Source: an optimization exercise on an open RTL-to-GDS flow (aim: small area, a short achievable clock period and few clock cycles). Production flows keep margins and buffers that such runs may drop.
Only simulation tests tie the RTL to the original design; equivalence was not proved.
Power and IR drop assume default switching activity.

--- flow/config.mk ---
export PLATFORM = sky130hd
export DESIGN_NAME = sbcodec
export DESIGN_NICKNAME = sbcodec
export VERILOG_FILES = /design/flow/design.v
export SDC_FILE = /design/flow/constraint.sdc
export NUM_CORES = 8
export LEC_CHECK = 0
export ABC_CLOCK_PERIOD_IN_PS = 6000
export CAP_MARGIN = 20
export CORE_MARGIN = 2
export CORE_UTILIZATION = 40
export SETUP_SLACK_MARGIN = 5
export SLEW_MARGIN = 20
--- flow/constraint.sdc ---
create_clock -name core_clock -period 12.0 [get_ports {clk}]
set_input_delay 2.4000 -clock core_clock [delete_from_list [all_inputs] [get_ports {clk}]]
set_output_delay 2.4000 -clock core_clock [all_outputs]
set_load 0.01 [all_outputs]
--- flow/run.sh ---
#!/bin/bash
# synth_recipe.tcl (not shown) runs the flow's synth.tcl, then flattens the netlist and writes it again
# the make line also repeats each setting of config.mk as NAME=value (left out here)
make -C /OpenROAD-flow-scripts/flow DESIGN_CONFIG=/design/flow/config.mk WORK_HOME=/design/flow/orfs CLKGATE_MAP_FILE= SYNTH_SCRIPT=/design/flow/synth_recipe.tcl finish
--- flow/design.v ---
module sbcodec (
    input  wire        clk,
    input  wire        rst,
    input  wire        reg_wr,
    input  wire [3:0]  reg_addr,
    input  wire [63:0] reg_wdata,
    output reg  [63:0] reg_rdata,
    output wire        busy,
    input  wire        in_valid,
    input  wire [7:0]  in_data,
    output wire        in_ready,
    output wire        out_valid,
    output wire [7:0]  out_data,
    input  wire        out_ready
);
    localparam [3:0] C_OK = 4'd0, C_MAL = 4'd1, C_HTL = 4'd2, C_BADH = 4'd3,
                     C_UNDER = 4'd4, C_OFULL = 4'd5, C_ERANGE = 4'd6,
                     C_EXPR = 4'd8, C_ILL = 4'd9;
    localparam [2:0] E_ENCD = 3'd0, E_HGEN = 3'd1, E_INS = 3'd2, E_HPARSE = 3'd3,
                     E_WAIT = 3'd4;
    reg [63:0] val_r, rval_r, mant_r;
    reg [7:0]  expo_r;
    reg [5:0]  cfg_r;
    reg [3:0]  st_code;
    reg        st_nf, st_ovl;
    reg [5:0]  st_cnt;
    reg        sk1, sk2, sk3, sk6, sk8, sk9;
    reg [255:0] inq;              
    reg [5:0]   in_cnt;
    reg [3:0]   in_rm;            
    reg [255:0] outq;             
    reg [5:0]   out_cnt;
    reg         busy_r;
    reg [2:0]   eng;
    reg [3:0]   op_r;         
    reg [1:0]   ws_r;
    reg [63:0]  x;            
    reg         xs;           
    reg         msgn;         
    reg [8:0]   e9;           
    reg [4:0]   ndig;         
    reg [5:0]   wleft;        
    reg [1:0]   aph;          
    reg         abad, abig;
    reg [3:0]   nleft;        
    reg         addexp;       
    reg         first;        
    reg [5:0]   icnt;         
    assign busy      = busy_r;
    assign in_ready  = !busy_r && !in_cnt[5];
    assign out_valid = !busy_r && (out_cnt != 6'd0);
    assign out_data  = outq[7:0];
    wire [5:0] hwidth = {1'b0, cfg_r[5:1]} + 6'd1;
    wire       hmode  = cfg_r[0];
    wire [15:0] cw    = reg_wdata[15:0];
    wire [3:0]  cw_op = cw[3:0];
    wire        cmd   = !busy_r && reg_wr && (reg_addr == 4'd0);
    wire        hi0_6 = (cw[15:6] == 10'd0);
    wire        hi0_4 = hi0_6 && (cw[5:4] == 2'd0);
    wire op_encu = (cw_op == 4'h1) && hi0_6;
    wire op_encs = (cw_op == 4'h3) && hi0_6;
    wire op_encd = (cw_op == 4'h7) && hi0_4;
    wire op_hdre = (cw_op == 4'h9) && hi0_4;
    wire op_srst = (cw_op == 4'hF) && hi0_4;
    wire op_dec  = (((cw_op == 4'h2) || (cw_op == 4'h4)) && hi0_6) ||
                   (((cw_op == 4'h8) || (cw_op == 4'hA)) && hi0_4);
    wire op_ill  = !(op_encu | op_encs | op_encd | op_hdre | op_srst | op_dec);
    wire [1:0] ws = cw[5:4];
    wire ws8 = (ws == 2'd0), ws16 = (ws == 2'd1), ws32 = (ws == 2'd2);
    wire [3:0] dop   = busy_r ? op_r : cw_op;
    wire [1:0] dws   = busy_r ? ws_r : ws;
    wire dop_decu = (dop == 4'h2);
    wire dop_decs = (dop == 4'h4);
    wire dop_decd = (dop == 4'h8);
    wire dop_hdrd = (dop == 4'hA);
    wire dint     = dop_decu | dop_decs;
    function [4:0] oh5;
        input [3:0] n;
        reg [79:0] t;
        begin
            t = 80'hc104106082083041041;
            oh5 = t[5*n +: 5];
        end
    endfunction
    function [4:0] add5;
        input [4:0] a, b;
        integer k;
        begin
            for (k = 0; k < 5; k = k + 1)
                add5[k] = (a[0] & b[k % 5]) | (a[1] & b[(k + 4) % 5]) | (a[2] & b[(k + 3) % 5]) |
                          (a[3] & b[(k + 2) % 5]) | (a[4] & b[(k + 1) % 5]);
        end
    endfunction
    function [3:0] qn;   
        input [4:0] r;
        input [3:0] n;
        reg [63:0] t0, t1, t2, t3, t4;
        begin
            t0 = 64'h3222221111100000; t1 = 64'h6655555444443333; t2 = 64'h9998888877777666;
            t3 = 64'hccccbbbbbaaaaa99; t4 = 64'hfffffeeeeedddddc;
            qn = ({4{r[0]}} & t0[4*n +: 4]) | ({4{r[1]}} & t1[4*n +: 4]) | ({4{r[2]}} & t2[4*n +: 4]) |
                 ({4{r[3]}} & t3[4*n +: 4]) | ({4{r[4]}} & t4[4*n +: 4]);
        end
    endfunction
    wire [63:0] dy = {1'b0, x[63:1]};
    wire [4:0]  r0 [0:15];
    wire [4:0]  sg [0:15];    
    wire [4:0]  S5 [0:15];    
    wire [4:0]  gt [0:3];     
    genvar gi;
    generate
        for (gi = 0; gi < 16; gi = gi + 1) begin : g_r0
            assign r0[gi] = oh5(dy[4*gi +: 4]);
            if ((gi % 4) == 3) assign sg[gi] = r0[gi];
            else               assign sg[gi] = add5(r0[gi], sg[gi+1]);
        end
        for (gi = 0; gi < 4; gi = gi + 1) begin : g_gt
            if (gi == 3) assign gt[gi] = sg[12];
            else         assign gt[gi] = add5(sg[4*gi], gt[gi+1]);
        end
        for (gi = 0; gi < 16; gi = gi + 1) begin : g_s5
            if (gi >= 12) assign S5[gi] = sg[gi];
            else          assign S5[gi] = add5(sg[gi], gt[gi/4 + 1]);
        end
    endgenerate
    wire [63:0] dq;
    generate
        for (gi = 0; gi < 16; gi = gi + 1) begin : g_q
            if (gi == 15) assign dq[63:60] = qn(5'b00001, dy[63:60]);
            else          assign dq[4*gi +: 4] = qn(S5[gi+1], dy[4*gi +: 4]);
        end
    endgenerate
    wire [4:0] r5oh = S5[0];
    wire [3:0] dr   = {r5oh[4], r5oh[3] | r5oh[2], r5oh[3] | r5oh[1], x[0]};    
    wire       x_lt10  = (x[63:4] == 60'd0) && (x[3:0] <= 4'd9);    
    wire [63:0] vx = val_r ^ {64{val_r[63]}};
    reg  [9:0]  fu, fsg, fx;         
    integer k;
    always @(*) begin
        for (k = 1; k < 10; k = k + 1) begin
            fu[k-1]  = (val_r >> (7 * k)) == 64'd0;          
            fsg[k-1] = (vx >> (7 * k - 1)) == 64'd0;         
            fx[k-1]  = (x >> (7 * k - 1)) == 64'd0;          
        end
        fu[9] = 1'b1; fsg[9] = 1'b1; fx[9] = 1'b1;
    end
    wire [9:0] nu_oh = fu  & ~{fu[8:0],  1'b0};
    wire [9:0] ns_oh = fsg & ~{fsg[8:0], 1'b0};
    wire [9:0] nx_oh = fx  & ~{fx[8:0],  1'b0};
    wire [9:0] nc_oh = op_encs ? ns_oh : nu_oh;         
    wire [9:0] n_oh  = busy_r ? nx_oh : nc_oh;
    function [3:0] ohbin;    
        input [9:0] oh;
        integer t;
        begin
            ohbin = 4'd0;
            for (t = 0; t < 10; t = t + 1) if (oh[t]) ohbin = ohbin | (t + 1);
        end
    endfunction
    wire [3:0]  e_n    = ohbin(n_oh);
    wire [63:0] m_enc  = x ^ {64{msgn}};
    wire        e_sgn  = busy_r ? msgn : (op_encs & val_r[63]);
    wire [69:0] e_ext  = {{6{e_sgn}}, busy_r ? m_enc : val_r};
    reg  [69:0] T;
    integer j;
    always @(*) begin
        for (j = 0; j < 10; j = j + 1) begin
            T[7*j +: 7] = 7'd0;
            for (k = j + 1; k <= 10; k = k + 1)
                T[7*j +: 7] = T[7*j +: 7] | ({7{n_oh[k-1]}} & e_ext[7*(k-1-j) +: 7]);
        end
    end
    wire encu_bad = ws8  ? (val_r[63:8]  != 56'd0) :
                    ws16 ? (val_r[63:16] != 48'd0) :
                    ws32 ? (val_r[63:32] != 32'd0) : 1'b0;
    wire encs_bad = ws8  ? !((val_r[63:7]  == 57'd0) || (val_r[63:7]  == {57{1'b1}})) :
                    ws16 ? !((val_r[63:15] == 49'd0) || (val_r[63:15] == {49{1'b1}})) :
                    ws32 ? !((val_r[63:31] == 33'd0) || (val_r[63:31] == {33{1'b1}})) : 1'b0;
    reg  [87:0] wslot;
    always @(*) begin
        if (busy_r) begin
            wslot[7:0] = {1'b0, e9[6:0]};
            for (j = 1; j < 11; j = j + 1)
                wslot[8*j +: 8] = {n_oh[j-1], T[7*(j-1) +: 7]};
        end else begin
            for (j = 0; j < 10; j = j + 1)
                wslot[8*j +: 8] = {n_oh[j], T[7*j +: 7]};
            wslot[87:80] = 8'h00;
        end
    end
    reg [10:0] full_k;
    always @(*) for (k = 1; k <= 11; k = k + 1) full_k[k-1] = ({1'b0, out_cnt} + k) > 7'd32;
    wire ofull_c = (nc_oh & full_k[9:0]) != 10'd0;      
    wire ofull_x = (nx_oh & full_k[10:1]) != 10'd0;     
    wire [5:0] out_free = 6'd32 - out_cnt;
    wire [3:0] nx1      = ohbin(nx_oh) + 4'd1;
    wire [5:0] fast_cnt = busy_r ? {2'd0, nx1} : {2'd0, ohbin(nc_oh)};
    wire [7:0] win [0:10];
    genvar gw;
    generate
        for (gw = 0; gw < 11; gw = gw + 1) begin : g_win
            assign win[gw] = inq[8*gw +: 8];
        end
    endgenerate
    reg  [10:0] stp, fs;
    reg  [76:0] G;
    reg  [69:0] V, tm0, tm1;
    reg  [3:0]  p;
    reg         anys;
    integer i;
    always @(*) begin
        for (i = 0; i < 11; i = i + 1) begin
            stp[i] = win[i][7] && (i < in_cnt);
            G[7*(10-i) +: 7] = win[i][6:0];
        end
        anys = 1'b0;
        for (i = 0; i < 11; i = i + 1) begin
            fs[i] = stp[i] && !anys;
            anys  = anys | stp[i];
        end
        V = 70'd0;
        p = 4'd0;
        for (i = 0; i < 11; i = i + 1) begin
            if (fs[i]) begin
                V = V | (G >> (7 * (10 - i)));
                p = p | i[3:0];
            end
        end
        for (i = 0; i < 70; i = i + 1) begin
            tm0[i] = 1'b0;
            tm1[i] = 1'b0;
            for (j = 0; j < 11; j = j + 1) begin
                if (i < 7 * (j + 1)) tm0[i] = tm0[i] | fs[j];
                if (i < 7 * j)       tm1[i] = tm1[i] | fs[j];
            end
        end
    end
    wire        d_sgn  = dop_decs | dop_decd;
    wire        sgnbit = dop_decd ? win[1][6] : (dop_decs & win[0][6]);
    wire [69:0] tm     = dop_decd ? tm1 : tm0;
    wire [69:0] S      = (V & tm) | ({70{sgnbit}} & ~tm);
    wire [1:0]  dw     = dint ? dws : 2'd3;
    reg  [63:0] dval;
    reg         dovl;
    always @(*) begin
        case (dw)
            2'd0: begin
                dval = {{56{d_sgn & S[7]}}, S[7:0]};
                dovl = d_sgn ? !((S[69:7] == 63'd0) || (S[69:7] == {63{1'b1}})) : (S[69:8] != 62'd0);
            end
            2'd1: begin
                dval = {{48{d_sgn & S[15]}}, S[15:0]};
                dovl = d_sgn ? !((S[69:15] == 55'd0) || (S[69:15] == {55{1'b1}})) : (S[69:16] != 54'd0);
            end
            2'd2: begin
                dval = {{32{d_sgn & S[31]}}, S[31:0]};
                dovl = d_sgn ? !((S[69:31] == 39'd0) || (S[69:31] == {39{1'b1}})) : (S[69:32] != 38'd0);
            end
            default: begin
                dval = S[63:0];
                dovl = d_sgn ? !((S[69:63] == 7'd0) || (S[69:63] == {7{1'b1}})) : (S[69:64] != 6'd0);
            end
        endcase
    end
    wire [3:0] dbound = (dw == 2'd0) ? 4'd2 : (dw == 2'd1) ? 4'd3 : (dw == 2'd2) ? 4'd5 : 4'd10;
    wire       found  = dop_decd ? (fs[10:1] != 10'd0) :
                        (dw == 2'd0) ? (fs[1:0] != 2'd0) : (dw == 2'd1) ? (fs[2:0] != 3'd0) :
                        (dw == 2'd2) ? (fs[4:0] != 5'd0) : (fs[9:0] != 10'd0);
    wire [4:0] mlen   = {1'b0, dbound} + {4'd0, dop_decd};    
    wire       mal    = !found && (in_cnt >= {1'b0, mlen});
    wire [7:0]  ab      = win[0];
    wire        a_isdig = (ab[7:4] == 4'h3) && (ab[3:0] <= 4'd9);
    wire        a_issp  = (ab == 8'h20);
    wire        a_ispad = (ab == 8'h00) || a_issp;
    wire        a_cont  = busy_r && (eng == E_HPARSE);
    wire [1:0]  aph_i   = a_cont ? aph  : 2'd0;
    wire        abad_i  = a_cont ? abad : 1'b0;
    wire        abig_i  = a_cont ? abig : 1'b0;
    wire [66:0] a_m5    = {3'b000, x} + {1'b0, x, ab[3] ? 2'b11 : ab[2:1]} + {66'd0, ab[3]};
    wire [67:0] a_mul   = {a_m5, ab[0]};
    reg  [1:0]  aph_n;
    reg         abad_n, abig_n;
    reg  [63:0] acc_n;
    always @(*) begin
        aph_n = aph_i; abad_n = abad_i; abig_n = abig_i; acc_n = x;
        case (aph_i)
            2'd0: begin
                if (a_isdig) begin aph_n = 2'd1; acc_n = {60'd0, ab[3:0]}; end
                else if (!a_issp) abad_n = 1'b1;
            end
            2'd1: begin
                if (a_isdig) begin acc_n = a_mul[63:0]; if (a_mul[67:64] != 4'd0) abig_n = 1'b1; end
                else if (a_ispad) aph_n = 2'd2;
                else abad_n = 1'b1;
            end
            default: if (!a_ispad) abad_n = 1'b1;
        endcase
    end
    wire a_ok = !abad_n && !abig_n && (aph_n != 2'd0) && (acc_n != {64{1'b1}});
    wire encd_div = msgn ? (dr == 4'd9) : ((dr == 4'd0) && (x != 64'd0));
    wire e9_bad   = ($signed(e9) < -9'sd64) || ($signed(e9) > 9'sd63);
    wire [7:0] ib = (busy_r && eng == E_HGEN) ? {4'h3, dr} :
                    (nleft == 4'd0) ? {1'b0, e9[6:0]} : {first, x[6:0]};
    reg [3:0] f_code;
    reg [5:0] f_cnt;
    reg       f_nf, f_ovl, f_en;
    reg       o_fast, o_ins, o_clr, o_pop, o_fins, o_finh;
    reg       i_push, i_shift, i_cons;
    reg [10:0] i_rem;        
    reg [5:0] icn;
    reg [3:0] irm;
    reg       do_dec;
    reg [5:0] i_pos;
    integer qi;
    always @(posedge clk) begin
        if (rst) begin
            val_r <= 64'd0; rval_r <= 64'd0; mant_r <= 64'd0; expo_r <= 8'd0;
            cfg_r <= 6'h12;
            st_code <= C_OK; st_nf <= 1'b0; st_ovl <= 1'b0; st_cnt <= 6'd0;
            {sk1, sk2, sk3, sk6, sk8, sk9} <= 6'd0;
            in_cnt <= 6'd0; in_rm <= 4'd0;
            out_cnt <= 6'd0;
            busy_r <= 1'b0;
        end else begin
            f_en = 1'b0; f_code = C_OK; f_cnt = 6'd0; f_nf = 1'b0; f_ovl = 1'b0;
            o_fast = 1'b0; o_ins = 1'b0; o_clr = 1'b0; o_fins = 1'b0; o_finh = 1'b0;
            o_pop  = !busy_r && out_ready && (out_cnt != 6'd0);
            i_push = !busy_r && in_valid && !in_cnt[5];
            i_cons = 1'b0; i_rem = 11'd0;
            do_dec = 1'b0;
            if (!busy_r) begin
                if (reg_wr) begin
                    case (reg_addr)
                        4'd2: begin
                            if (reg_wdata[1]) sk1 <= 1'b0;
                            if (reg_wdata[2]) sk2 <= 1'b0;
                            if (reg_wdata[3]) sk3 <= 1'b0;
                            if (reg_wdata[6]) sk6 <= 1'b0;
                            if (reg_wdata[8]) sk8 <= 1'b0;
                            if (reg_wdata[9]) sk9 <= 1'b0;
                        end
                        4'd3: cfg_r  <= reg_wdata[5:0];
                        4'd4: val_r  <= reg_wdata;
                        4'd5: rval_r <= reg_wdata;
                        4'd6: mant_r <= reg_wdata;
                        4'd7: expo_r <= reg_wdata[7:0];
                        default: ;
                    endcase
                end
                if (cmd) begin
                    if (op_ill) begin
                        f_en = 1'b1; f_code = C_ILL;
                    end else if (op_srst) begin
                        val_r <= 64'd0; rval_r <= 64'd0; mant_r <= 64'd0; expo_r <= 8'd0;
                        cfg_r <= 6'h12;
                        {sk1, sk2, sk3, sk6, sk8, sk9} <= 6'd0;
                        f_en = 1'b1; f_code = C_OK;
                    end else if (op_encu || op_encs || (op_hdre && !hmode)) begin
                        if (op_encu ? encu_bad : (op_encs ? encs_bad : 1'b0)) begin
                            f_en = 1'b1; f_code = C_ERANGE;
                        end else if (ofull_c) begin
                            f_en = 1'b1; f_code = C_OFULL;
                        end else if (out_cnt == 6'd0) begin
                            o_fast = 1'b1;
                            f_en = 1'b1; f_code = C_OK; f_cnt = fast_cnt;
                        end else begin
                            x <= val_r; xs <= op_encs & val_r[63];
                            nleft <= e_n; addexp <= 1'b0; first <= 1'b1; icnt <= {2'd0, e_n};
                            eng <= E_INS; busy_r <= 1'b1;
                        end
                    end else if (op_hdre) begin
                        x <= val_r; ndig <= 5'd0;
                        o_clr = 1'b1;
                        eng <= E_HGEN; busy_r <= 1'b1;
                    end else if (op_encd) begin
                        x <= mant_r ^ {64{mant_r[63]}};
                        msgn <= mant_r[63];
                        e9 <= {expo_r[7], expo_r};
                        eng <= E_ENCD; busy_r <= 1'b1;
                    end else begin
                        if (in_rm != 4'd0) begin
                            op_r <= cw_op; ws_r <= ws;
                            eng <= E_WAIT; busy_r <= 1'b1;
                        end else begin
                            do_dec = 1'b1;
                        end
                    end
                end
            end else begin
                case (eng)
                    E_ENCD: begin
                        if (encd_div) begin
                            x  <= dq;
                            e9 <= e9 + 9'd1;
                        end else if (e9_bad) begin
                            f_en = 1'b1; f_code = C_EXPR;
                        end else if (ofull_x) begin
                            f_en = 1'b1; f_code = C_OFULL;
                        end else begin
                            mant_r <= m_enc;
                            expo_r <= e9[7:0];
                            if (out_cnt == 6'd0) begin
                                o_fast = 1'b1;
                                f_en = 1'b1; f_code = C_OK; f_cnt = fast_cnt;
                            end else begin
                                x <= m_enc; xs <= msgn;
                                nleft <= e_n; addexp <= 1'b1; first <= 1'b1; icnt <= {2'd0, e_n} + 6'd1;
                                eng <= E_INS;
                            end
                        end
                    end
                    E_INS: begin
                        o_ins = 1'b1;
                        if (nleft != 4'd0) begin
                            x <= {{7{xs}}, x[63:7]};
                            nleft <= nleft - 4'd1;
                            first <= 1'b0;
                        end
                        if ((nleft == 4'd1 && !addexp) || nleft == 4'd0) begin
                            o_fins = 1'b1;
                            f_en = 1'b1; f_code = C_OK; f_cnt = icnt;
                        end
                    end
                    E_HGEN: begin
                        o_ins = 1'b1;
                        x    <= dq;
                        ndig <= ndig + 5'd1;
                        if (x_lt10) begin
                            if ({1'b0, ndig} + 6'd1 > hwidth) begin
                                f_en = 1'b1; f_code = C_ERANGE;
                            end else if (out_free < hwidth) begin
                                f_en = 1'b1; f_code = C_OFULL;
                            end else begin
                                o_finh = 1'b1;
                                f_en = 1'b1; f_code = C_OK; f_cnt = hwidth;
                            end
                        end
                    end
                    E_WAIT: begin
                        if (in_rm == 4'd0) do_dec = 1'b1;
                    end
                    default: begin   
                        i_cons = 1'b1;
                        x <= acc_n; aph <= aph_n; abad <= abad_n; abig <= abig_n;
                        wleft <= wleft - 6'd1;
                        if (wleft == 6'd1) begin
                            if (a_ok) val_r <= acc_n;
                            f_en = 1'b1; f_code = a_ok ? C_OK : C_BADH; f_cnt = hwidth;
                        end
                    end
                endcase
            end
            if (do_dec) begin
                if (dop_decd && in_cnt == 6'd0) begin
                    f_en = 1'b1; f_code = C_UNDER;
                end else if (dop_decd && win[0] == 8'hFF) begin
                    i_rem = 11'd1;
                    f_en = 1'b1; f_code = C_OK; f_cnt = 6'd1; f_nf = 1'b1;
                end else if (dop_decd && win[0][7]) begin
                    i_rem = 11'd1;
                    mant_r <= 64'd0;
                    expo_r <= {win[0][6], win[0][6:0]};
                    f_en = 1'b1; f_code = C_OK; f_cnt = 6'd1;
                end else if (!dop_hdrd || !hmode) begin
                    if (found) begin
                        i_rem = fs;
                        if (dop_decd) begin
                            mant_r <= dval;
                            expo_r <= {win[0][6], win[0][6:0]};
                        end else begin
                            val_r <= dval;
                        end
                        f_en = 1'b1; f_code = C_OK; f_cnt = {2'd0, p} + 6'd1; f_ovl = dovl;
                    end else if (mal) begin
                        i_rem = 11'd1 << (mlen - 5'd1);
                        f_en = 1'b1; f_code = dop_hdrd ? C_HTL : C_MAL; f_cnt = {1'b0, mlen};
                    end else begin
                        f_en = 1'b1; f_code = C_UNDER;
                    end
                end else begin
                    if (in_cnt < hwidth) begin
                        f_en = 1'b1; f_code = C_UNDER;
                    end else begin
                        i_cons = 1'b1;
                        x <= acc_n; aph <= aph_n; abad <= abad_n; abig <= abig_n;
                        if (hwidth == 6'd1) begin
                            if (a_ok) val_r <= acc_n;
                            f_en = 1'b1; f_code = a_ok ? C_OK : C_BADH; f_cnt = 6'd1;
                        end else begin
                            wleft <= hwidth - 6'd1;
                            eng <= E_HPARSE; busy_r <= 1'b1;
                        end
                    end
                end
            end
            for (qi = 0; qi < 32; qi = qi + 1) begin
                if (o_fast) begin
                    if (qi < 11) outq[8*qi +: 8] <= wslot[8*qi +: 8];
                end else if (o_ins) begin
                    if (qi > out_cnt)       outq[8*qi +: 8] <= outq[8*qi-8 +: 8];
                    else if (qi == out_cnt) outq[8*qi +: 8] <= ib;
                end else if (o_clr) begin
                    if (qi >= out_cnt) outq[8*qi +: 8] <= 8'h00;
                end else if (o_pop) begin
                    outq[8*qi +: 8] <= (qi == 31) ? 8'h00 : outq[8*qi+8 +: 8];
                end
            end
            if (o_fast)      out_cnt <= fast_cnt;      
            else if (o_fins) out_cnt <= out_cnt + icnt;
            else if (o_finh) out_cnt <= out_cnt + hwidth;
            else if (o_pop)  out_cnt <= out_cnt - 6'd1;
            i_shift = (in_rm != 4'd0) || i_cons;
            i_pos   = {2'd0, in_rm} + in_cnt - {5'd0, (in_rm != 4'd0)};
            for (qi = 0; qi < 32; qi = qi + 1) begin
                if (i_push && i_pos == qi) inq[8*qi +: 8] <= in_data;
                else if (i_shift) inq[8*qi +: 8] <= (qi == 31) ? 8'h00 : inq[8*qi+8 +: 8];
            end
            icn = 6'd0;
            irm = 4'd0;
            for (qi = 1; qi <= 11; qi = qi + 1) begin
                icn = icn | ({6{i_rem[qi-1]}} & (in_cnt - qi));
                irm = irm | ({4{i_rem[qi-1]}} & qi);
            end
            if (i_rem != 11'd0) begin        
                in_rm  <= irm;
                in_cnt <= icn;
            end else begin
                in_rm  <= in_rm - {3'd0, (in_rm != 4'd0)};
                in_cnt <= in_cnt + {5'd0, i_push} - {5'd0, i_cons};
            end
            if (f_en) begin
                st_code <= f_code; st_cnt <= f_cnt; st_nf <= f_nf; st_ovl <= f_ovl;
                case (f_code)
                    C_MAL:    sk1 <= 1'b1;
                    C_HTL:    sk2 <= 1'b1;
                    C_BADH:   sk3 <= 1'b1;
                    C_ERANGE: sk6 <= 1'b1;
                    C_EXPR:   sk8 <= 1'b1;
                    C_ILL:    sk9 <= 1'b1;
                    default: ;
                endcase
                busy_r <= 1'b0;
            end
            if (cmd && op_srst) begin
                in_cnt <= 6'd0; in_rm <= 4'd0;
                out_cnt <= 6'd0;
            end
        end
    end
    always @(*) begin
        case (reg_addr)
            4'd1: reg_rdata = {48'd0, 2'b00, st_cnt, 2'b00, st_ovl, st_nf, st_code};
            4'd2: reg_rdata = {54'd0, sk9, sk8, 1'b0, sk6, 1'b0, 1'b0, sk3, sk2, sk1, 1'b0};
            4'd3: reg_rdata = {58'd0, cfg_r};
            4'd4: reg_rdata = val_r;
            4'd5: reg_rdata = rval_r;
            4'd6: reg_rdata = mant_r;
            4'd7: reg_rdata = {{56{expo_r[7]}}, expo_r};
            4'd8: reg_rdata = {58'd0, in_cnt};
            4'd9: reg_rdata = {58'd0, out_cnt};
            default: reg_rdata = 64'd0;
        endcase
    end
endmodule
==> summary.txt <==
==> final cells by class <==
type,instances,area share
multi-input cells,8211,0.578
repair buffers,839,0.0880
inverters,218,0.00906
flip-flops and latches,863,0.250
diodes,15,0.000399
clock inverters,74,0.00955
well taps,2624,0.0349
clock buffers,128,0.0305
==> layout by cell type (no fill, tap or decap), drive strengths merged, types with 61 or more instances in the layout <==
cell type,count
xnor2,225
a31oi,70
a221oi,270
a211oi,87
clkbuf,156
nand4,75
and3,72
buf,672
clkdlybuf4s50,112
dfxtp,241
a21oi,1070
o21ai,973
a32oi,68
nor2b,69
nor3,142
a21o,115
edfxtp,622
ha,151
and2,61
a222oi,247
inv,208
xor2,83
nor2,697
mux2i,170
nand3,199
mux2,323
nand2b,77
nand2,1761
o22ai,223
a22oi,225
==> worst min-delay path, delay by kind of cell, from the launching register on <==
family,cells,cell delay (ns)
AO/OA/AOI/OAI,1,0.05
flip-flops,1,0.31
AND/OR/NAND/NOR,1,0.05
==> how the worst min path moves through the flow <==
| stage | from | end | slack (ns) | cells past startpoint |
|---|---|---|---|---|
| global route | rval_r[16]$_SDFFE_PP0N_ | rval_r[16]$_SDFFE_PP0N_ | 0.47 | 2 |
| global placement | rval_r[59]$_SDFFE_PP0N_ | rval_r[59]$_SDFFE_PP0N_ | 0.44 | 2 |
| detailed placement | rval_r[58]$_SDFFE_PP0N_ | rval_r[58]$_SDFFE_PP0N_ | 0.45 | 2 |
| finish | rval_r[6]$_SDFFE_PP0N_ | rval_r[6]$_SDFFE_PP0N_ | 0.46 | 2 |
| floorplan | mant_r[63]$_SDFF_PP0_ | msgn$_DFFE_PP_ | 0.41 | 0 |
| CTS | rval_r[58]$_SDFFE_PP0N_ | rval_r[58]$_SDFFE_PP0N_ | 0.45 | 2 |
==> per-layer routing <==
layer / up-vias / part of all wire / track usage
met4: 28 / 0.080 / 0.259
met2: 7346 / 0.40 / 0.588
met3: 1655 / 0.14 / 0.130
met5: - / 0.00053 / 0.000977
li1: 38800 / - / -
met1: 44200 / 0.38 / 0.543
==> power by group through the flow <==
stage / combinational [W] / sequential, W / clock (W)
global route: 0.00978 / 0.00455 / 0.00368
floorplan: 0.00529 / 0.00424 / 0
global placement: 0.00773 / 0.00457 / 0
finish: 0.00933 / 0.00452 / 0.00357
CTS: 0.00833 / 0.00449 / 0.00357
detailed placement: 0.00779 / 0.00457 / 0
==> registers in the layout, summed over array words and instances (netlist names), 4 cells and up <==
name and cells:
inq 256, outq 256, mant_r 64, rval_r 64
val_r 64, x 64, e9 9, expo_r 8
cfg_r 6, in_cnt 6, out_cnt 6, st_cnt 6
wleft 6, icnt 5, ndig 5, in_rm 4
nleft 4, op_r 4, st_code 4
==> metrics by stage <==
step	setup WS, ns	cells	instance area [sq um]	power, W	utilization
4_1_cts	4.97	12800	89100	0.0164	0.457
5_1_grt	4.52	13000	94000	0.0180	0.483
3_3_place_gp	2.19	12300	81900	0.0123	0.420
2_1_floorplan	5.04	10300	78400	0.00953	-
3_5_place_dp	1.96	12300	81900	0.0124	0.421
6_report	4.69	13000	94100	0.0174	0.483
==> cell families (layout without fill, tap and decap cells) <==
| logic type | count (synthesis) | after routing | share of synthesized area |
|---|---|---|---|
| AOI/OAI and AO/OA | 3857 | 3865 | 0.321 |
| and+or+nand+nor | 3357 | 3375 | 0.187 |
| buffers and inverters | 1262 | 1259 | 0.0618 |
| DFF | 863 | 863 | 0.300 |
| muxes | 494 | 494 | 0.0684 |
| xor gates and xnor gates | 308 | 308 | 0.0344 |
| adders and majority gates | 168 | 168 | 0.0271 |
| other | 1 | 16 | 0.0000479 |
==> what timing repair did <==
item,4_1_cts,5_1_grt
setup buffers,181,144
hold buffers,0,0
endpoints found under the hold margin,0,0
gates cloned,31,42
pin swaps,80,167
setup endpoints to repair,931,681
gates resized for setup,379,679
==> results.py <==
metrics = {
    "global_routing": {
        "grt_pass1_wl_um": 611000,
        "grt-ovfl-total": 0,
        "track_usage": 0.415,
        "grt_max_degree": 195,
        "grt_pass1_vias": 83200,
        "antenna_found_initial": 28,
    },
    "yosys": {
        "synthFlopType": "edfxtp_1",
        "synth_common_cells": "1747 x nand2_1, 1069 x a21oi_1, 959 x o21ai_0, 889 x clkbuf_1, 695 x nor2_1",
        "seq_area_frac_synth": 0.300,
        "netlist_area_sq_um": 78300,
        "synth_edf_count": 622,
        "syn_nets": 10500,
        "ys_ff_latch": 863,
        "yosysWarningCount": 2,
        "yosysTopAreaCell": "edfxtp_1",
        "postSynthCellCount": 10300,
        "synthArstFlopShare": 0,
        "ys_types": 96,
        "synth_most_common_cell": "nand2_1",
        "synth_area_leaders": "edfxtp_1 24%, nand2_1 8.4%, a21oi_1 6.8%, dfxtp_1 6.2%, o21ai_0 6.1%",
        "avgSynthCellArea_sq_um": 7.60,
        "synth_top_area_frac": 0.238,
    },
    "route": {
        "wirelength_um": 442000,
        "viasPerCell": 7.10,
        "dr.pass1.iters": 14,
        "post-route-drc-count": 0,
        "drt_iter0_drc": 17300,
        "antenna_left": 0,
        "vias": 92000,
        "wire_per_inst_um": 34.0,
    },
    "flow_run": {
        "maxCapViolations": 0,
    },
    "pwr": {
        "combinationalPowerShare": 0.536,
        "peakVddDrop_mv": 0.176,
        "swShare": 0.472,
        "p_switching_w": 0.00823,
        "intPower_w": 0.00920,
        "p_per_area_nw_per_um2": 185,
        "pwr-share-clk": 0.205,
        "seqPwrFrac": 0.260,
        "p_leak_nw": 34.1,
    },
    "worst_setup_path": {
        "worst-setup-path-type": "register to register",
        "reg2reg_to": "x[9]$_DFFE_PN_",
        "crit_chain": "buf_4 > inv_1 > nor2_1 > nor2_1 > a22oi_1 > o22ai_1 > a21oi_1 > o211ai_1 > a22oi_1 > nand3_1 > a222oi_1 > inv_1 > a221oi_2 > a21oi_2 > a221o_1 > or3_4 > a2111oi_4 > buf_6 > nor2_4 > buf_4 > buf_16 > a2111oi_1 > a222oi_1",
        "r2r_cells": 23,
        "cp_num_buf_inv": 6,
        "worstPathRequired_ns": 12.48,
        "max_stage_delay_ns": 0.50,
        "path_max_fanout": 17,
        "ff2ff_setup_slack_ns": 4.69,
        "critPathSlowestCell": "a22oi_1",
        "crit_path_end": "x[9]$_DFFE_PN_",
        "startpoint": "x[10]$_DFFE_PN_",
        "crit_family": "compound AO/OA/AOI/OAI gates",
        "reg2reg_from": "x[10]$_DFFE_PN_",
        "crit_cells": 23,
        "start_kind": "register",
        "crit_arrival_ns": 7.79,
        "cp-end-kind": "register",
    },
    "sta": {
        "clock-skew-final_ns": 0.0860,
        "relSlewSlack": 0.0868,
        "worst_pin_slew_ns": 1.34,
        "holdWs_ns": 0.455,
        "min_period_ns": 7.31,
        "hold_violations": 0,
        "rsz0062_at_grt": "yes",
        "drv_slew": 0,
        "setup_viol": 0,
        "period_share": 0.609,
        "fin_setup_tns_ns": 0,
        "fmax_mhz": 137,
    },
    "floorplanning": {
        "die_x_um": 447,
        "die_area_sq_um": 199000,
        "fp.dieH_um": 447,
        "io_pins": 156,
        "placementRows": 162,
        "coreArea_sq_um": 195000,
        "initial_core_util": 0.402,
    },
    "clocking": {
        "cts_buffers": 107,
        "htreeDepth": 3,
        "cts_max_path_buffers": 3,
        "cts_tree": "built",
        "cts.sinks": 863,
        "worstSkewPairLatency_ns": 0.84,
        "cts-root-buf": "clkbuf_16",
        "clkTransAtPathRegs_ns": 0.06,
    },
    "status": {
        "outcome": "no timing/DRC/antenna violations",
    },
    "layout": {
        "multi_input_area_sq_um": 54300,
        "fillCellCount": 18900,
        "layout-drive-gt1-share": 0.183,
        "area_growth_pct": 20.1,
        "seqCellArea_sq_um": 23500,
        "nets": 10500,
    },
    "placement": {
        "io_buffers": 155,
        "hpwl_um": 303000,
        "routabilityCongestion": 1.05,
    },
    "hold_path": {
        "hold_path_class": "register to register",
    },
}
Testbench counts, summed over its fixed seeds: cycles 35,115.

[separate check: timing with driven ports]
Ports are ideal in the flow. The routed layout listed here was re-timed in OpenROAD.
Step 1 (the two cells are an assumption about what drives the block):
set clk [get_ports {clk}]
set_driving_cell -lib_cell sky130_fd_sc_hd__clkbuf_16 $clk
set_driving_cell -lib_cell sky130_fd_sc_hd__buf_2 [delete_from_list [all_inputs] $clk]
Step 2 also shifts input and output timing later by t, the mid clock arrival at the registers, as if the neighbouring blocks saw the same clock.
Slacks: ideal ports / drivers / drivers and shift; pairs: ideal ports / drivers.
shift t [ns]: 0.892
setup WS [ns]: 4.694 / 4.694 / 3.875
worst setup path at the end: input to register
slew at the worst register clock pin (ns): 0.07 / 0.07
After both steps setup and hold are still met in this run. The setup slack of this run moves by 0.000 ns with the drivers and by -0.819 ns with both steps.
